Background: an optimization exercise with open tools, aiming at small area, a short achievable clock period and few clock cycles per item. Do not read the settings as production practice. In this exercise RTL edits were held to simulation tests only and were not proved equivalent to the original.

Setup of the baseline:
Design tone_core, start of the top module:
module tone_core (
    input  wire        clk,
    input  wire        rst,
    input  wire        in_valid,
    output wire        in_ready,
    input  wire [1:0]  op,           
    input  wire [15:0] sample,
    input  wire [31:0] now,
    output reg         out_valid,
    output reg         emit_valid,
    output wire [11:0] emit12,
    output wire [7:0]  emitq,
    output reg         cand_valid,
    output reg  [10:0] cand,
    output reg         retuned,
    output wire [10:0] freq_o,
    output wire [11:0] wave12_o
);
Size in the first run: roughly 2800 cells after synthesis, roughly 27000 µm² of cells after synthesis.
Settings: LEC_CHECK=0, CAP_MARGIN=20, CORE_MARGIN=2, CORE_UTILIZATION=55, SLEW_MARGIN=20, SYNTH_HIERARCHICAL=1, SYNTH_MEMORY_MAX_BITS=16384; clock period 45.0 ns.
standard.sh (not shown) runs the stock make flow with config.mk's settings and CLKGATE_MAP_FILE= SYNTH_SCRIPT=/design/flow/synth_recipe.tcl, a recipe that flattens the netlist after the stock synthesis.
==> flow/flow/run.sh <==
#!/bin/bash
# The standard layout with two changes: plain buf_1 cells as the port buffers
# that the standard flow inserts at every input and output, and clock tree
# synthesis with larger sink clusters and without dummy loads.
set -euo pipefail
bash standard.sh finish \
  "BUFFER_PORTS_ARGS=-buffer_cell sky130_fd_sc_hd__buf_1" \
  "CTS_ARGS=-sink_clustering_enable -sink_clustering_size 25 -sink_clustering_max_diameter 100 -repair_clock_nets -dont_use_dummy_load" \
  > orfs_make.log 2>&1
Testbench counts of the baseline, summed over its fixed seeds: cycles 24,336, items 24,000.
Changes in the candidate relative to the baseline:
diff --git a/flow/design.v b/flow/design.v
--- a/flow/design.v
+++ b/flow/design.v
@@ -1214,41 +1214,38 @@
     wire [31:0] dt = {dt_s31, dt_s30, dt_s29, dt_s28, dt_s27, dt_s26, dt_s25, dt_s24, dt_s23, dt_s22, dt_s21, dt_s20, dt_s19, dt_s18, dt_s17, dt_s16, dt_s15, dt_s14, dt_s13, dt_s12, dt_s11, dt_s10, dt_s9, dt_s8, dt_s7, dt_s6, dt_s5, dt_s4, dt_s3, dt_s2, dt_s1, dt_p0};
     wire        adv = go & op0[1] & ~dt[31] & (|dt[30:0]);
     wire        top = |dt[30:20];
     wire        mid = |dt[19:10];
     reg  [1:0]  nxt;
     reg  [20:0] dt1;          
     reg         top1;         
     reg  [10:0] fb1;          
     reg  [10:0] fbm;
     reg  [10:0] chm;
-    reg         u_ph, v_acc, psh, wph, wacc, last;
+    reg         v_acc, psh, wph, wacc;
     reg  [1:0]  nxt_n;
     always @(*) begin
-        u_ph = 1'b0; v_acc = 1'b0; psh = 1'b0;
-        wph = 1'b0; wacc = 1'b0; last = 1'b1; nxt_n = 2'd0;
+        v_acc = 1'b0; psh = 1'b0;
+        wph = 1'b0; wacc = 1'b0; nxt_n = 2'd0;
         if (rdy) begin
             fbm = freq;
             chm = {1'b0, dt[9:0]};
-            u_ph = adv;
             wph = adv;
-            if (adv & (top | mid)) begin
-                last = 1'b0; nxt_n = top ? 2'd2 : 2'd1;
-            end
+            if (adv & (top | mid)) nxt_n = top ? 2'd2 : 2'd1;
         end else if (nxt[1]) begin
             fbm = fb1;
             chm = dt1[20:10];
-            psh = 1'b1; wacc = 1'b1; last = 1'b0; nxt_n = 2'd1;
+            psh = 1'b1; wacc = 1'b1; nxt_n = 2'd1;
         end else begin
             fbm = fb1;
             chm = {1'b0, dt1[9:0]};
-            u_ph = 1'b1; v_acc = top1; psh = 1'b1; wph = 1'b1;
+            v_acc = top1; psh = 1'b1; wph = 1'b1;
         end
     end
     wire pm_t1, pm_t2;
     ha_x u_pm_t1 (.a((fbm[0] & chm[9])), .b((fbm[1] & chm[8])), .s(pm_t1), .co(pm_t2));
     wire pm_t3, pm_t4;
     fa_x u_pm_t3 (.a((fbm[0] & chm[10])), .b((fbm[1] & chm[9])), .c((fbm[2] & chm[8])), .s(pm_t3), .co(pm_t4));
     wire pm_t5, pm_t6;
     ha_x u_pm_t5 (.a((fbm[3] & chm[7])), .b((fbm[4] & chm[6])), .s(pm_t5), .co(pm_t6));
     wire pm_t7, pm_t8;
     fa_x u_pm_t7 (.a((fbm[1] & chm[10])), .b((fbm[2] & chm[9])), .c((fbm[3] & chm[8])), .s(pm_t7), .co(pm_t8));
@@ -1537,21 +1534,21 @@
     wire pm_hi_s14 = pm_hi_p14 ^ pm_hi_G19;
     wire pm_hi_s15 = pm_hi_p15 ^ pm_hi_G26;
     wire pm_hi_s16 = 1'b0 ^ pm_hi_G15;
     wire [16:0] pm_hi = {pm_hi_s16, pm_hi_s15, pm_hi_s14, pm_hi_s13, pm_hi_s12, pm_hi_s11, pm_hi_s10, pm_hi_s9, pm_hi_s8, pm_hi_s7, pm_hi_s6, pm_hi_s5, pm_hi_s4, pm_hi_s3, pm_hi_s2, pm_hi_s1, 1'b0};
     wire [21:0] pm = {pm_hi[16], pm_hi[15], pm_hi[14], pm_hi[13], pm_hi[12], pm_hi[11], pm_hi[10], pm_hi[9], pm_hi[8], pm_hi[7], pm_hi[6], pm_hi[5], pm_hi[4], pm_hi[3], pm_hi[2], pm_hi[1], pm_lo[5], pm_lo[4], pm_lo[3], pm_lo[2], pm_lo[1], pm_lo[0]};
     reg        rst_r;
     always @(posedge clk) rst_r <= rst;
     reg        v1, ev1, cv1, ret1;
     reg [10:0] cand1;
     reg [21:0] p1;
-    reg        u_ph1, v_acc1, psh1, wph1, wacc1, last1;
+    reg        v_acc1, psh1, wph1, wacc1;
     always @(posedge clk) begin
         if (rst_r) begin
             last_ts <= 32'd0;
             freq    <= 11'd0;
             upd_ts  <= 32'd0;
         end else begin
             if (adv) last_ts <= n0;
             if (ret) begin
                 freq   <= map_cand;
                 upd_ts <= n0;
@@ -1573,29 +1570,28 @@
         if (rdy) begin
             ev1   <= op0[1];
             cv1   <= op0[0];
             ret1  <= ret;
             cand1 <= map_cand;
             dt1   <= dt[30:10];
             top1  <= top;
             fb1   <= freq;
         end
         p1     <= pm;
-        u_ph1  <= u_ph;
         v_acc1 <= v_acc;
         psh1   <= psh;
         wacc1  <= wacc;
-        last1  <= last;
     end
     reg  [22:0] acc;
     reg  [22:0] phase;
-    wire [22:0] uu  = u_ph1 ? phase : 23'd0;
+    wire        last1 = rdy;
+    wire [22:0] uu  = wph1 ? phase : 23'd0;
     wire [22:0] vv  = v_acc1 ? acc : 23'd0;
     wire [31:0] pmx = psh1 ? {p1, 10'd0} : {10'd0, p1};
     wire xs_t1, xs_t2;
     ha_x u_xs_t1 (.a(uu[10]), .b(vv[0]), .s(xs_t1), .co(xs_t2));
     wire xs_t3, xs_t4;
     fa_x u_xs_t3 (.a(uu[11]), .b(vv[1]), .c(pmx[11]), .s(xs_t3), .co(xs_t4));
     wire xs_t5, xs_t6;
     fa_x u_xs_t5 (.a(uu[12]), .b(vv[2]), .c(pmx[12]), .s(xs_t5), .co(xs_t6));
     wire xs_t7, xs_t8;
     fa_x u_xs_t7 (.a(uu[13]), .b(vv[3]), .c(pmx[13]), .s(xs_t7), .co(xs_t8));
==> run summary <==
The candidate: PASS, flow complete, no timing, DRC or antenna violations. On total number of tap cells, the candidate and the baseline are neck and neck. Per the comparison of the candidate with the baseline, number of multi-input combinational cells lower. The candidate falls short of the baseline in hold slack. Against the baseline as the reference, the candidate delivers a higher count of inverters other than clock inverters in the layout. Comparing the candidate with the baseline, the total placed cells including tap cells came out essentially unchanged.
Testbench counts of the candidate, summed over its fixed seeds: cycles 24,336, items 24,000.

## afterwards: timing with drivers on the ports
The results above use ideal ports. As a check the final layouts listed here were re-extracted and re-timed, cells and wires unchanged.
Step 1 (the two cells are an assumption about what drives the block):
set clk [get_ports {clk}]
set_driving_cell -lib_cell sky130_fd_sc_hd__clkbuf_16 $clk
set_driving_cell -lib_cell sky130_fd_sc_hd__buf_2 [delete_from_list [all_inputs] $clk]
Step 2, shift: input delay + t, output delay - t, t = (earliest + latest rising clock arrival at the registers) / 2. This alone moves slack from input paths to output paths.
Three values: no drivers, after step 1, after step 2; two values: the first two.
| run | t (ns) | setup WS [ns] | worst setup path at the end | slew at the worst register clock pin (ns) |
|---|---|---|---|---|
| the baseline | 0.589 | 34.921 / 34.862 / 35.049 | input to register | 0.10 / 0.10 |
| the candidate | 0.574 | 34.935 / 34.876 / 34.949 | input to register | 0.10 / 0.10 |
After both steps every run listed still meets setup and hold.
